Background: an optimization exercise with open tools, aiming at small area, a short achievable clock period and few clock cycles. Do not read the settings as production practice.
Power and IR drop assume default switching activity.

## red
// dbc3_comp
module dbc3_comp (
    input  wire        clk,
    input  wire        rst,
    input  wire        cfg_we,
    input  wire [5:0]  cfg_addr,
    input  wire [15:0] cfg_data,
    input  wire        start,
    output wire        ready,
    output reg         done,
    output reg  [1:0]  prio_oor,
    output wire        mem_req,
    output wire [2:0]  mem_layer,
    output wire [17:0] mem_addr,
    input  wire        mem_gnt,
    input  wire [7:0]  mem_rdata,
    output wire        fb_valid,
    input  wire        fb_ready,
    output wire [8:0]  fb_x,
    output wire [8:0]  fb_y,
    output wire [15:0] fb_data
);
    localparam RB = 3;                
    localparam NR = 5;                
    reg [8:0]  scroll     [0:15];    
    reg [15:0] pal_base   [0:7];
    reg [7:0]  pal_mask   [0:7];
    reg [7:0]  trans_pen  [0:7];
    reg [7:0]  trans_mask [0:7];
    reg [7:0]  layer_en;
    reg [4:0]  pri0, pri1;           
    reg        oor0, oor1;           
    reg [15:0] bg_color;
    reg [8:0]  fb_w_m1, fb_h_m1;
    always @(posedge clk) begin
        if (cfg_we) begin
            case (cfg_addr[5:3])
                3'd0, 3'd1: scroll[cfg_addr[3:0]] <= cfg_data[8:0];
                3'd2: pal_base[cfg_addr[2:0]]   <= cfg_data;
                3'd3: pal_mask[cfg_addr[2:0]]   <= cfg_data[7:0];
  ...
Settings: LEC_CHECK=0, CAP_MARGIN=20, CORE_MARGIN=2, CORE_UTILIZATION=40, PLACE_DENSITY=0.6, SETUP_SLACK_MARGIN=5.0, SLEW_MARGIN=20; clock period 8.0 ns.
run.sh (not shown) runs the stock make flow with config.mk's settings and CLKGATE_MAP_FILE= SYNTH_SCRIPT=/design/flow/synth_recipe.tcl, a recipe that flattens the netlist after the stock synthesis.
red finished end to end and its layout was clean on timing, DRC and antenna.
Changes in blue relative to red:
--- a/flow/design.v
+++ b/flow/design.v
@@ -115,46 +115,51 @@
     reg          call;            
     reg          vi, qi;          
     reg [8:0]    xi, yi;
     reg [RB-1:0] ti;
     reg [2:0]    ji, li, ni;      
     reg [17:0]   ai;
     reg          vd, qd, gd;
     reg [8:0]    xd, yd;
     reg [RB-1:0] td;
+    reg [NR-1:0] tdh;             
+    reg [7:0]    tmd, tpd;        
     reg [2:0]    jd, ld, nd;
     reg [17:0]   cd;              
     assign mem_req   = vi && qi;
     assign mem_layer = li;
     assign mem_addr  = ai;
     wire [8:0] ssx   = scroll[{ni[2], 1'b0, ni[1:0]}];
     wire [8:0] ssy   = scroll[{ni[2], 1'b1, ni[1:0]}];
     reg [NR-1:0] fin;
+    integer      k;
     reg [RB:0]   nfl;             
     reg [11:0]   rob [0:NR-1];
     reg [RB-1:0] otag;
-    wire       vis   = ((mem_rdata & trans_mask[ld]) != trans_pen[ld]) && any_en;
+    wire       vis   = ((mem_rdata & tmd) != tpd) && any_en;
     wire       last  = (jd == nm1);
     wire       dfin  = vd && qd && gd && (vis || last);
     wire       free  = !vd || dfin;
     wire       claim = free && go && !call && (nfl != NR);
     wire [2:0] jd2   = jd + 3'd2;
     reg        fbv;
     reg [15:0] fbd;
     reg [8:0]  ox, oy;
     assign fb_valid = fbv;
     assign fb_data  = fbd;
     assign fb_x     = ox;
     assign fb_y     = oy;
     wire [11:0] head  = rob[otag];
     wire        xfer  = fbv && fb_ready;
     wire        load  = running && fin[otag] && (!fbv || fb_ready);
     wire        lastp = (ox == fb_w_m1) && (oy == fb_h_m1);
+    wire [RB:0] nfl_c = load ? nfl : nfl + 1'b1;
+    wire [RB:0] nfl_n = load ? nfl - 1'b1 : nfl;
     always @(posedge clk) begin
         if (cfg_we)
             list_ok <= 1'b0;
         if (rst) begin
             running <= 1'b0;
             building <= 1'b0;
             bv      <= 1'b0;
             go      <= 1'b0;
             list_ok <= 1'b0;
@@ -203,20 +208,23 @@
                     go       <= 1'b1;
                 end
             end
             if (free)
                 vi <= claim;
             else
                 vi <= 1'b1;
             vd <= vi;
             if (dfin) begin
-                rob[td] <= {vis, ld, mem_rdata};
-                fin[td] <= 1'b1;
+                for (k = 0; k < NR; k = k + 1)
+                    if (tdh[k]) begin
+                        rob[k] <= {vis, ld, mem_rdata};
+                        fin[k] <= 1'b1;
+                    end
             end
             if (claim) begin
                 ctag <= (ctag == NR - 1) ? {RB{1'b0}} : ctag + 1'b1;
                 if (cx == fb_w_m1) begin
                     cx <= 9'd0;
                     cy <= cy + 9'd1;
                     if (cy == fb_h_m1)
                         call <= 1'b1;
                 end else begin
@@ -234,34 +242,34 @@
             if (load) begin
                 fbv <= 1'b1;
                 fbd <= head[11] ? ({8'd0, head[7:0] & pal_mask[head[10:8]]} | pal_base[head[10:8]])
                                 : bg_color;
                 fin[otag]  <= 1'b0;
                 otag <= (otag == NR - 1) ? {RB{1'b0}} : otag + 1'b1;
             end else if (xfer) begin
                 fbv <= 1'b0;
             end
-            if (claim && !load)
-                nfl <= nfl + 1'b1;
-            else if (load && !claim)
-                nfl <= nfl - 1'b1;
+            nfl <= claim ? nfl_c : nfl_n;
             if (xfer && lastp) begin
                 done    <= 1'b1;
                 running <= 1'b0;
                 go      <= 1'b0;
             end
         end
     end
     always @(posedge clk) begin
         gd <= mem_gnt;
         xd <= xi;
         yd <= yi;
         td <= ti;
+        tdh <= {{(NR-1){1'b0}}, 1'b1} << ti;
+        tmd <= trans_mask[li];
+        tpd <= trans_pen[li];
         jd <= ji;
         ld <= li;
         nd <= ni;
         cd <= {yi + ssy, xi + ssx};
         qd <= qi;
         if (free) begin
             qi <= 1'b1;
             xi <= cx;
             yi <= cy;
==> comparison <==
Post-route fraction of the period consumed by the critical path (lower): blue. Compared with red, in blue number of cells on the critical path now sits lower; post-detailed-route wirelength per cell now sits lower; via count now sits higher; slew at the pin closest to its max-slew limit now sits higher; internal portion of total power now sits lower.
Function was not checked in any run of this note: the RTL went through the layout flow alone.


the baseline:
Another version of the RTL of dbc3_comp (not shown whole).
Size: ~97 I/O pins, about 0.032 mm^2 of cells after synthesis.
make LEC_CHECK=0 CAP_MARGIN=20 CORE_MARGIN=2 CORE_UTILIZATION=40 PLACE_DENSITY=0.6 SETUP_SLACK_MARGIN=5.0 SLEW_MARGIN=20 finish   # period 8.0 ns
Here is what was changed in the inputs of the candidate compared with the baseline.
--- a/flow/design.v
+++ b/flow/design.v
@@ -88,23 +88,23 @@
                 5'd21: pri_row = {2'd0, 2'd2, 2'd1, 2'd3};
                 5'd22: pri_row = {2'd1, 2'd0, 2'd2, 2'd3};
                 default: pri_row = {2'd0, 2'd1, 2'd2, 2'd3};
             endcase
         end
     endfunction
     reg        running;           
     reg        building;          
     reg        go;                
     reg        list_ok;           
     reg [3:0]  bpos;              
-    reg        bfirst;            
+    reg        bf1, bf2;          
     reg [2:0]  bl;                
     reg        bv;                
     reg [3:0]  ncnt;              
     reg [2:0]  list [0:7];
     reg [8:0]  sx0, sy0;          
     assign ready = !running;
     wire       b_grp  = ~bpos[2];
     wire       b_en   = layer_en[bl] && bv;
     wire [7:0] b_row  = pri_row(b_grp ? pri1 : pri0);
     wire [1:0] b_sub  = b_row >> {bpos[1:0], 1'b0};
     wire [2:0] b_lay  = {b_grp, b_sub};
@@ -114,51 +114,49 @@
     reg [RB-1:0] ctag;
     reg          call;            
     reg          vi, qi;          
     reg [8:0]    xi, yi;
     reg [RB-1:0] ti;
     reg [2:0]    ji, li, ni;      
     reg [17:0]   ai;
     reg          vd, qd, gd;
     reg [8:0]    xd, yd;
     reg [RB-1:0] td;
     reg [2:0]    jd, ld, nd;
-    reg [17:0]   cd;              
     assign mem_req   = vi && qi;
     assign mem_layer = li;
     assign mem_addr  = ai;
-    wire [8:0] ssx   = scroll[{ni[2], 1'b0, ni[1:0]}];
-    wire [8:0] ssy   = scroll[{ni[2], 1'b1, ni[1:0]}];
+    wire [8:0] ssx   = scroll[{nd[2], 1'b0, nd[1:0]}];
+    wire [8:0] ssy   = scroll[{nd[2], 1'b1, nd[1:0]}];
+    wire [17:0] cd   = {yd + ssy, xd + ssx};    
     reg [NR-1:0] fin;
     reg [RB:0]   nfl;             
     reg [11:0]   rob [0:NR-1];
     reg [RB-1:0] otag;
     wire       vis   = ((mem_rdata & trans_mask[ld]) != trans_pen[ld]) && any_en;
     wire       last  = (jd == nm1);
     wire       dfin  = vd && qd && gd && (vis || last);
     wire       free  = !vd || dfin;
     wire       claim = free && go && !call && (nfl != NR);
     wire [2:0] jd2   = jd + 3'd2;
     reg        fbv;
     reg [15:0] fbd;
     reg [8:0]  ox, oy;
     assign fb_valid = fbv;
     assign fb_data  = fbd;
     assign fb_x     = ox;
     assign fb_y     = oy;
     wire [11:0] head  = rob[otag];
     wire        xfer  = fbv && fb_ready;
     wire        load  = running && fin[otag] && (!fbv || fb_ready);
     wire        lastp = (ox == fb_w_m1) && (oy == fb_h_m1);
-    wire [RB:0] nfl_c = load ? nfl : nfl + 1'b1;
-    wire [RB:0] nfl_n = load ? nfl - 1'b1 : nfl;
     always @(posedge clk) begin
         if (cfg_we)
             list_ok <= 1'b0;
         if (rst) begin
             running <= 1'b0;
             building <= 1'b0;
             bv      <= 1'b0;
             go      <= 1'b0;
             list_ok <= 1'b0;
             done    <= 1'b0;
             vi      <= 1'b0;
@@ -180,34 +178,35 @@
                     cx       <= 9'd0;
                     cy       <= 9'd0;
                     ctag     <= {RB{1'b0}};
                     call     <= 1'b0;
                     otag     <= {RB{1'b0}};
                     ox       <= 9'd0;
                     oy       <= 9'd0;
                 end
             end
             bl  <= b_lay;
             bv  <= building && !bpos[3];
-            bfirst <= b_en && (ncnt == 4'd0);
-            if (bfirst) begin
+            bf1 <= b_en && (ncnt == 4'd0);
+            bf2 <= bf1;
+            if (bf2) begin
                 sx0 <= ssx;
                 sy0 <= ssy;
             end
             if (b_en) begin
                 list[ncnt[2:0]] <= bl;
                 ncnt <= ncnt + 4'd1;
             end
             if (building) begin
                 bpos <= bpos + 4'd1;
-                if (bpos == 4'd9) begin
+                if (bpos == 4'd10) begin
                     building <= 1'b0;
                     list_ok  <= 1'b1;
                     go       <= 1'b1;
                 end
             end
             if (free)
                 vi <= claim;
             else
                 vi <= 1'b1;
             vd <= vi;
             if (dfin) begin
@@ -234,39 +233,41 @@
                 end
             end
             if (load) begin
                 fbv <= 1'b1;
                 fbd <= head[11] ? ({8'd0, head[7:0] & pal_mask[head[10:8]]} | pal_base[head[10:8]])
                                 : bg_color;
                 fin[otag]  <= 1'b0;
                 otag <= (otag == NR - 1) ? {RB{1'b0}} : otag + 1'b1;
             end else if (xfer) begin
                 fbv <= 1'b0;
             end
-            nfl <= claim ? nfl_c : nfl_n;
+            if (claim && !load)
+                nfl <= nfl + 1'b1;
+            else if (load && !claim)
+                nfl <= nfl - 1'b1;
             if (xfer && lastp) begin
                 done    <= 1'b1;
                 running <= 1'b0;
                 go      <= 1'b0;
             end
         end
     end
     always @(posedge clk) begin
         gd <= mem_gnt;
         xd <= xi;
         yd <= yi;
         td <= ti;
         jd <= ji;
         ld <= li;
         nd <= ni;
-        cd <= {yi + ssy, xi + ssx};
         qd <= qi;
         if (free) begin
             qi <= 1'b1;
             xi <= cx;
             yi <= cy;
             ti <= ctag;
             ji <= 3'd0;
             li <= list[0];
             ni <= building ? bl : list[1];
             ai <= {cy + sy0, cx + sx0};
         end else if (gd || !qd) begin
## What came out
Having completed the whole flow, the candidate delivered a layout that passed the timing, DRC and antenna checks.
Looking at area after synthesis, the candidate sits below the baseline.
Slew of the pin with the lowest slew margin: the candidate > the baseline
The candidate against the baseline: worst relative slew slack lost 13 points; sequential share of layout area neither gained nor lost much.
Compared with the baseline, the candidate shows a lower layout overhead on the synthesized area.
STATUS time the final worst path needs with I/O delays and setup: the candidate loses against the baseline
Per-cell via count in the routed design (the candidate vs. the baseline) increases slightly
The candidate vs. the baseline: total chip power stayed essentially flat, portion of the clock cycle consumed by the worst path in the final layout picked up an extra 8.1 points, via count of the first global-routing pass saw a decrease, power share of the clock group now larger.
As of the candidate, sequential power had fallen by a few percent compared to the baseline.
Function was not checked in any run of this note: the RTL went through the layout flow alone.


== west ==
The RTL this note starts from:
==> flow/design.v <==
module dbc3_comp (
    input  wire        clk,
    input  wire        rst,
    input  wire        cfg_we,
    input  wire [5:0]  cfg_addr,
    input  wire [15:0] cfg_data,
    input  wire        start,
    output wire        ready,
    output reg         done,
    output reg  [1:0]  prio_oor,
    output wire        mem_req,
    output wire [2:0]  mem_layer,
    output wire [17:0] mem_addr,
    input  wire        mem_gnt,
    input  wire [7:0]  mem_rdata,
    output wire        fb_valid,
    input  wire        fb_ready,
    output wire [8:0]  fb_x,
    output wire [8:0]  fb_y,
    output wire [15:0] fb_data
);
    localparam RB = 3;                
    localparam NR = 1 << RB;
    reg [8:0]  scroll     [0:15];    
    reg [15:0] pal_base   [0:7];
    reg [7:0]  pal_mask   [0:7];
    reg [7:0]  trans_pen  [0:7];
    reg [7:0]  trans_mask [0:7];
    reg [7:0]  layer_en;
    reg [7:0]  priority0, priority1;
    reg [15:0] bg_color;
    reg [8:0]  fb_w_m1, fb_h_m1;
    always @(posedge clk) begin
        if (cfg_we) begin
            case (cfg_addr[5:3])
                3'd0, 3'd1: scroll[cfg_addr[3:0]] <= cfg_data[8:0];
                3'd2: pal_base[cfg_addr[2:0]]   <= cfg_data;
                3'd3: pal_mask[cfg_addr[2:0]]   <= cfg_data[7:0];
                3'd4: trans_pen[cfg_addr[2:0]]  <= cfg_data[7:0];
                3'd5: trans_mask[cfg_addr[2:0]] <= cfg_data[7:0];
                3'd6: begin
                    case (cfg_addr[2:0])
                        3'd0: layer_en  <= cfg_data[7:0];
                        3'd1: priority0 <= cfg_data[7:0];
                        3'd2: priority1 <= cfg_data[7:0];
                        3'd3: bg_color  <= cfg_data;
                        3'd4: fb_w_m1   <= cfg_data[8:0];
                        3'd5: fb_h_m1   <= cfg_data[8:0];
                        default: ;
                    endcase
                end
                default: ;
            endcase
        end
    end
    function [7:0] pri_row;       
        input [4:0] p;
        begin
            case (p)
                5'd0:  pri_row = {2'd3, 2'd2, 2'd1, 2'd0};
                5'd1:  pri_row = {2'd2, 2'd3, 2'd1, 2'd0};
                5'd2:  pri_row = {2'd3, 2'd1, 2'd2, 2'd0};
                5'd3:  pri_row = {2'd1, 2'd3, 2'd2, 2'd0};
                5'd4:  pri_row = {2'd2, 2'd1, 2'd3, 2'd0};
                5'd5:  pri_row = {2'd1, 2'd2, 2'd3, 2'd0};
                5'd6:  pri_row = {2'd3, 2'd2, 2'd0, 2'd1};
                5'd7:  pri_row = {2'd2, 2'd3, 2'd0, 2'd1};
                5'd8:  pri_row = {2'd3, 2'd0, 2'd2, 2'd1};
                5'd9:  pri_row = {2'd0, 2'd3, 2'd2, 2'd1};
                5'd10: pri_row = {2'd2, 2'd0, 2'd3, 2'd1};
                5'd11: pri_row = {2'd0, 2'd2, 2'd3, 2'd1};
                5'd12: pri_row = {2'd3, 2'd1, 2'd0, 2'd2};
                5'd13: pri_row = {2'd1, 2'd3, 2'd0, 2'd2};
                5'd14: pri_row = {2'd3, 2'd0, 2'd1, 2'd2};
                5'd15: pri_row = {2'd0, 2'd3, 2'd1, 2'd2};
                5'd16: pri_row = {2'd1, 2'd0, 2'd3, 2'd2};
                5'd17: pri_row = {2'd0, 2'd1, 2'd3, 2'd2};
                5'd18: pri_row = {2'd2, 2'd1, 2'd0, 2'd3};
                5'd19: pri_row = {2'd1, 2'd2, 2'd0, 2'd3};
                5'd20: pri_row = {2'd2, 2'd0, 2'd1, 2'd3};
                5'd21: pri_row = {2'd0, 2'd2, 2'd1, 2'd3};
                5'd22: pri_row = {2'd1, 2'd0, 2'd2, 2'd3};
                default: pri_row = {2'd0, 2'd1, 2'd2, 2'd3};
            endcase
        end
    endfunction
    wire oor0 = priority0 > 8'd23;
    wire oor1 = priority1 > 8'd23;
    reg        running;           
    reg        building;          
    reg        go;                
    reg        list_ok;           
    reg [2:0]  bpos;              
    reg [3:0]  ncnt;              
    reg [2:0]  list [0:7];
    reg [8:0]  sx0, sy0;          
    assign ready = !running;
    wire       b_grp  = ~bpos[2];
    wire [7:0] b_row  = b_grp ? pri_row(oor1 ? 5'd0 : priority1[4:0])
                              : pri_row(oor0 ? 5'd0 : priority0[4:0]);
    wire [1:0] b_sub  = b_row >> {bpos[1:0], 1'b0};
    wire [2:0] b_lay  = {b_grp, b_sub};
    wire [2:0] nm1    = ncnt[2:0] - 3'd1;
    wire       any_en = (ncnt != 4'd0);
    reg [8:0]    cx, cy;
    reg [RB-1:0] ctag;
    reg          call;            
    reg          vi;
    reg [8:0]    xi, yi;
    reg [RB-1:0] ti;
    reg [2:0]    ji, li;
    reg [17:0]   ai;
    reg          vd, gd;
    reg [8:0]    xd, yd;
    reg [RB-1:0] td;
    reg [2:0]    jd, ld;
    assign mem_req   = vi;
    assign mem_layer = li;
    assign mem_addr  = ai;
    reg [NR-1:0] busy, fin;
    reg [11:0]   rob [0:NR-1];
    reg [RB-1:0] otag;
    wire       vis   = ((mem_rdata & trans_mask[ld]) != trans_pen[ld]) && any_en;
    wire       last  = (jd == nm1);
    wire       dfin  = vd && gd && (vis || last);
    wire       free  = !vd || dfin;
    wire       claim = free && go && !call && !busy[ctag];
    wire [2:0] jn    = gd ? jd + 3'd1 : jd;
    wire [2:0] ln    = list[jn];
    wire [8:0] cax   = xd + scroll[{ln[2], 1'b0, ln[1:0]}];
    wire [8:0] cay   = yd + scroll[{ln[2], 1'b1, ln[1:0]}];
    reg        fbv;
    reg [15:0] fbd;
    reg [8:0]  ox, oy;
    assign fb_valid = fbv;
    assign fb_data  = fbd;
    assign fb_x     = ox;
    assign fb_y     = oy;
    wire [11:0] head  = rob[otag];
    wire        xfer  = fbv && fb_ready;
    wire        load  = fin[otag] && (!fbv || fb_ready);
    wire        lastp = (ox == fb_w_m1) && (oy == fb_h_m1);
    always @(posedge clk) begin
        if (cfg_we)
            list_ok <= 1'b0;
        if (rst) begin
            running <= 1'b0;
            building <= 1'b0;
            go      <= 1'b0;
            list_ok <= 1'b0;
            done    <= 1'b0;
            vi      <= 1'b0;
            vd      <= 1'b0;
            fbv     <= 1'b0;
            busy    <= {NR{1'b0}};
            fin     <= {NR{1'b0}};
        end else begin
            done <= 1'b0;
            if (!running) begin
                if (start) begin
                    running  <= 1'b1;
                    prio_oor <= {oor1, oor0};
                    building <= !list_ok;
                    go       <= list_ok;
                    bpos     <= 3'd0;
                    if (!list_ok)
                        ncnt <= 4'd0;
                    cx       <= 9'd0;
                    cy       <= 9'd0;
                    ctag     <= {RB{1'b0}};
                    call     <= 1'b0;
                    otag     <= {RB{1'b0}};
                    ox       <= 9'd0;
                    oy       <= 9'd0;
                end
            end
            if (building) begin
                if (layer_en[b_lay]) begin
                    list[ncnt[2:0]] <= b_lay;
                    ncnt <= ncnt + 4'd1;
                    if (ncnt == 4'd0) begin
                        sx0 <= scroll[{b_grp, 1'b0, b_sub}];
                        sy0 <= scroll[{b_grp, 1'b1, b_sub}];
                    end
                end
                bpos <= bpos + 3'd1;
                if (bpos == 3'd7) begin
                    building <= 1'b0;
                    list_ok  <= 1'b1;
                    go       <= 1'b1;
                end
            end
            vd <= vi;
            gd <= mem_gnt;
            xd <= xi;
            yd <= yi;
            td <= ti;
            jd <= ji;
            ld <= li;
            if (free) begin
                vi <= claim;
                xi <= cx;
                yi <= cy;
                ti <= ctag;
                ji <= 3'd0;
                li <= list[0];
                ai <= {cy + sy0, cx + sx0};
            end else begin
                vi <= 1'b1;
                xi <= xd;
                yi <= yd;
                ti <= td;
                ji <= jn;
                li <= ln;
                ai <= {cay, cax};
            end
            if (dfin) begin
                rob[td] <= {vis, ld, mem_rdata};
                fin[td] <= 1'b1;
            end
            if (claim) begin
                busy[ctag] <= 1'b1;
                ctag <= ctag + 1'b1;
                if (cx == fb_w_m1) begin
                    cx <= 9'd0;
                    cy <= cy + 9'd1;
                    if (cy == fb_h_m1)
                        call <= 1'b1;
                end else begin
                    cx <= cx + 9'd1;
                end
            end
            if (xfer) begin
                if (ox == fb_w_m1) begin
                    ox <= 9'd0;
                    oy <= oy + 9'd1;
                end else begin
                    ox <= ox + 9'd1;
                end
            end
            if (load) begin
                fbv <= 1'b1;
                fbd <= head[11] ? ({8'd0, head[7:0] & pal_mask[head[10:8]]} | pal_base[head[10:8]])
                                : bg_color;
                busy[otag] <= 1'b0;
                fin[otag]  <= 1'b0;
                otag <= otag + 1'b1;
            end else if (xfer) begin
                fbv <= 1'b0;
            end
            if (xfer && lastp) begin
                done    <= 1'b1;
                running <= 1'b0;
                go      <= 1'b0;
            end
        end
    end
endmodule
clock: 8.0 ns
lec_check: 0
cap_margin: 20
core_margin: 2
core_utilization: 40
place_density: 0.6
slew_margin: 20
Edits applied to the flow inputs when going from west to north:
--- a/flow/design.v
+++ b/flow/design.v
@@ -107,29 +107,31 @@
     reg          call;            
     reg          vi;
     reg [8:0]    xi, yi;
     reg [RB-1:0] ti;
-    reg [2:0]    ji, li;
+    reg [2:0]    ji, li, ni;      
     reg [17:0]   ai;
     reg          vd, gd;
     reg [8:0]    xd, yd;
     reg [RB-1:0] td;
-    reg [2:0]    jd, ld;
+    reg [2:0]    jd, ld, nd;
+    reg [17:0]   ad;              
+    reg [17:0]   cd;              
     assign mem_req   = vi;
     assign mem_layer = li;
     assign mem_addr  = ai;
+    wire [2:0] sl    = building ? b_lay : ni;
+    wire [8:0] ssx   = scroll[{sl[2], 1'b0, sl[1:0]}];
+    wire [8:0] ssy   = scroll[{sl[2], 1'b1, sl[1:0]}];
     reg [NR-1:0] busy, fin;
     reg [11:0]   rob [0:NR-1];
     reg [RB-1:0] otag;
     wire       vis   = ((mem_rdata & trans_mask[ld]) != trans_pen[ld]) && any_en;
     wire       last  = (jd == nm1);
     wire       dfin  = vd && gd && (vis || last);
     wire       free  = !vd || dfin;
     wire       claim = free && go && !call && !busy[ctag];
-    wire [2:0] jn    = gd ? jd + 3'd1 : jd;
-    wire [2:0] ln    = list[jn];
-    wire [8:0] cax   = xd + scroll[{ln[2], 1'b0, ln[1:0]}];
-    wire [8:0] cay   = yd + scroll[{ln[2], 1'b1, ln[1:0]}];
+    wire [2:0] jd2   = jd + 3'd2;
     reg        fbv;
     reg [15:0] fbd;
     reg [8:0]  ox, oy;
     assign fb_valid = fbv;
@@ -178,10 +180,10 @@
                 if (layer_en[b_lay]) begin
                     list[ncnt[2:0]] <= b_lay;
                     ncnt <= ncnt + 4'd1;
                     if (ncnt == 4'd0) begin
-                        sx0 <= scroll[{b_grp, 1'b0, b_sub}];
-                        sy0 <= scroll[{b_grp, 1'b1, b_sub}];
+                        sx0 <= ssx;
+                        sy0 <= ssy;
                     end
                 end
                 bpos <= bpos + 3'd1;
                 if (bpos == 3'd7) begin
@@ -196,24 +198,38 @@
             yd <= yi;
             td <= ti;
             jd <= ji;
             ld <= li;
+            nd <= ni;
+            ad <= ai;
+            cd <= {yi + ssy, xi + ssx};
             if (free) begin
                 vi <= claim;
                 xi <= cx;
                 yi <= cy;
                 ti <= ctag;
                 ji <= 3'd0;
                 li <= list[0];
+                ni <= list[1];
                 ai <= {cy + sy0, cx + sx0};
+            end else if (gd) begin
+                vi <= 1'b1;
+                xi <= xd;
+                yi <= yd;
+                ti <= td;
+                ji <= jd + 3'd1;
+                li <= nd;
+                ni <= list[jd2];
+                ai <= cd;
             end else begin
                 vi <= 1'b1;
                 xi <= xd;
                 yi <= yd;
                 ti <= td;
-                ji <= jn;
-                li <= ln;
-                ai <= {cay, cax};
+                ji <= jd;
+                li <= ld;
+                ni <= nd;
+                ai <= ad;
             end
             if (dfin) begin
                 rob[td] <= {vis, ld, mem_rdata};
                 fin[td] <= 1'b1;
north vs west, source of the critical timing path: priority1[3] vs jd[0]
west has a higher area of all placed cells without fillers than north.
From west to north the numbers moved as follows: non-clock inverter total of the final layout has increased, routed wire length has decreased, maximum buffer depth of the clock tree has remained practically unchanged, number of sinks on the clock net has increased.
Hold slack was lower in west than in north.
Fraction of area in multi-input gates down 2.3 points in north wrt west
No run of this note included a check of the RTL's function; only the layout flow was run.

-- separate check: timing with driven ports --
Ports are ideal in the flow. The routed layouts listed here were re-timed in OpenROAD. Step 1 (the two cells are an assumption about what drives the block):
set clk [get_ports {clk}]
set_driving_cell -lib_cell sky130_fd_sc_hd__clkbuf_16 $clk
set_driving_cell -lib_cell sky130_fd_sc_hd__buf_2 [delete_from_list [all_inputs] $clk]
Step 2 adds t to the input delays and takes it off the output delays; t is the mean of the earliest and latest rising clock arrival at the registers after step 1. Input paths then give back, and output paths get back, about the clock's delay inside the block. Slacks: no drivers / after step 1 / after step 2; pairs: no drivers / after step 1.
| run | t (ns) | setup WS [ns] | latest minus earliest clock arrival (ns) | worst data-port slew with drivers (ns) | cell pins on the clock port's net |
|---|---|---|---|---|---|
| red | 0.701 | 3.810 / 3.810 / 3.214 | 0.030 / 0.030 | 0.07 | 1 |
| blue | 0.695 | 4.920 / 4.942 / 4.247 | 0.032 / 0.032 | 0.09 | 1 |
| the baseline | 0.685 | 4.312 / 4.312 / 3.789 | 0.026 / 0.026 | 0.09 | 1 |
| the candidate | 0.692 | 3.663 / 3.663 / 3.057 | 0.041 / 0.041 | 0.07 | 1 |
| west | 0.708 | 2.183 / 2.183 / 1.958 | 0.039 / 0.039 | 0.10 | 1 |
| north | 0.714 | 1.108 / 1.108 / 1.108 | 0.026 / 0.026 | 0.11 | 1 |
After both steps every run listed still meets setup and hold. For blue, which loses most, drivers alone change the setup slack by +0.022 ns; drivers and shift together by -0.673 ns.
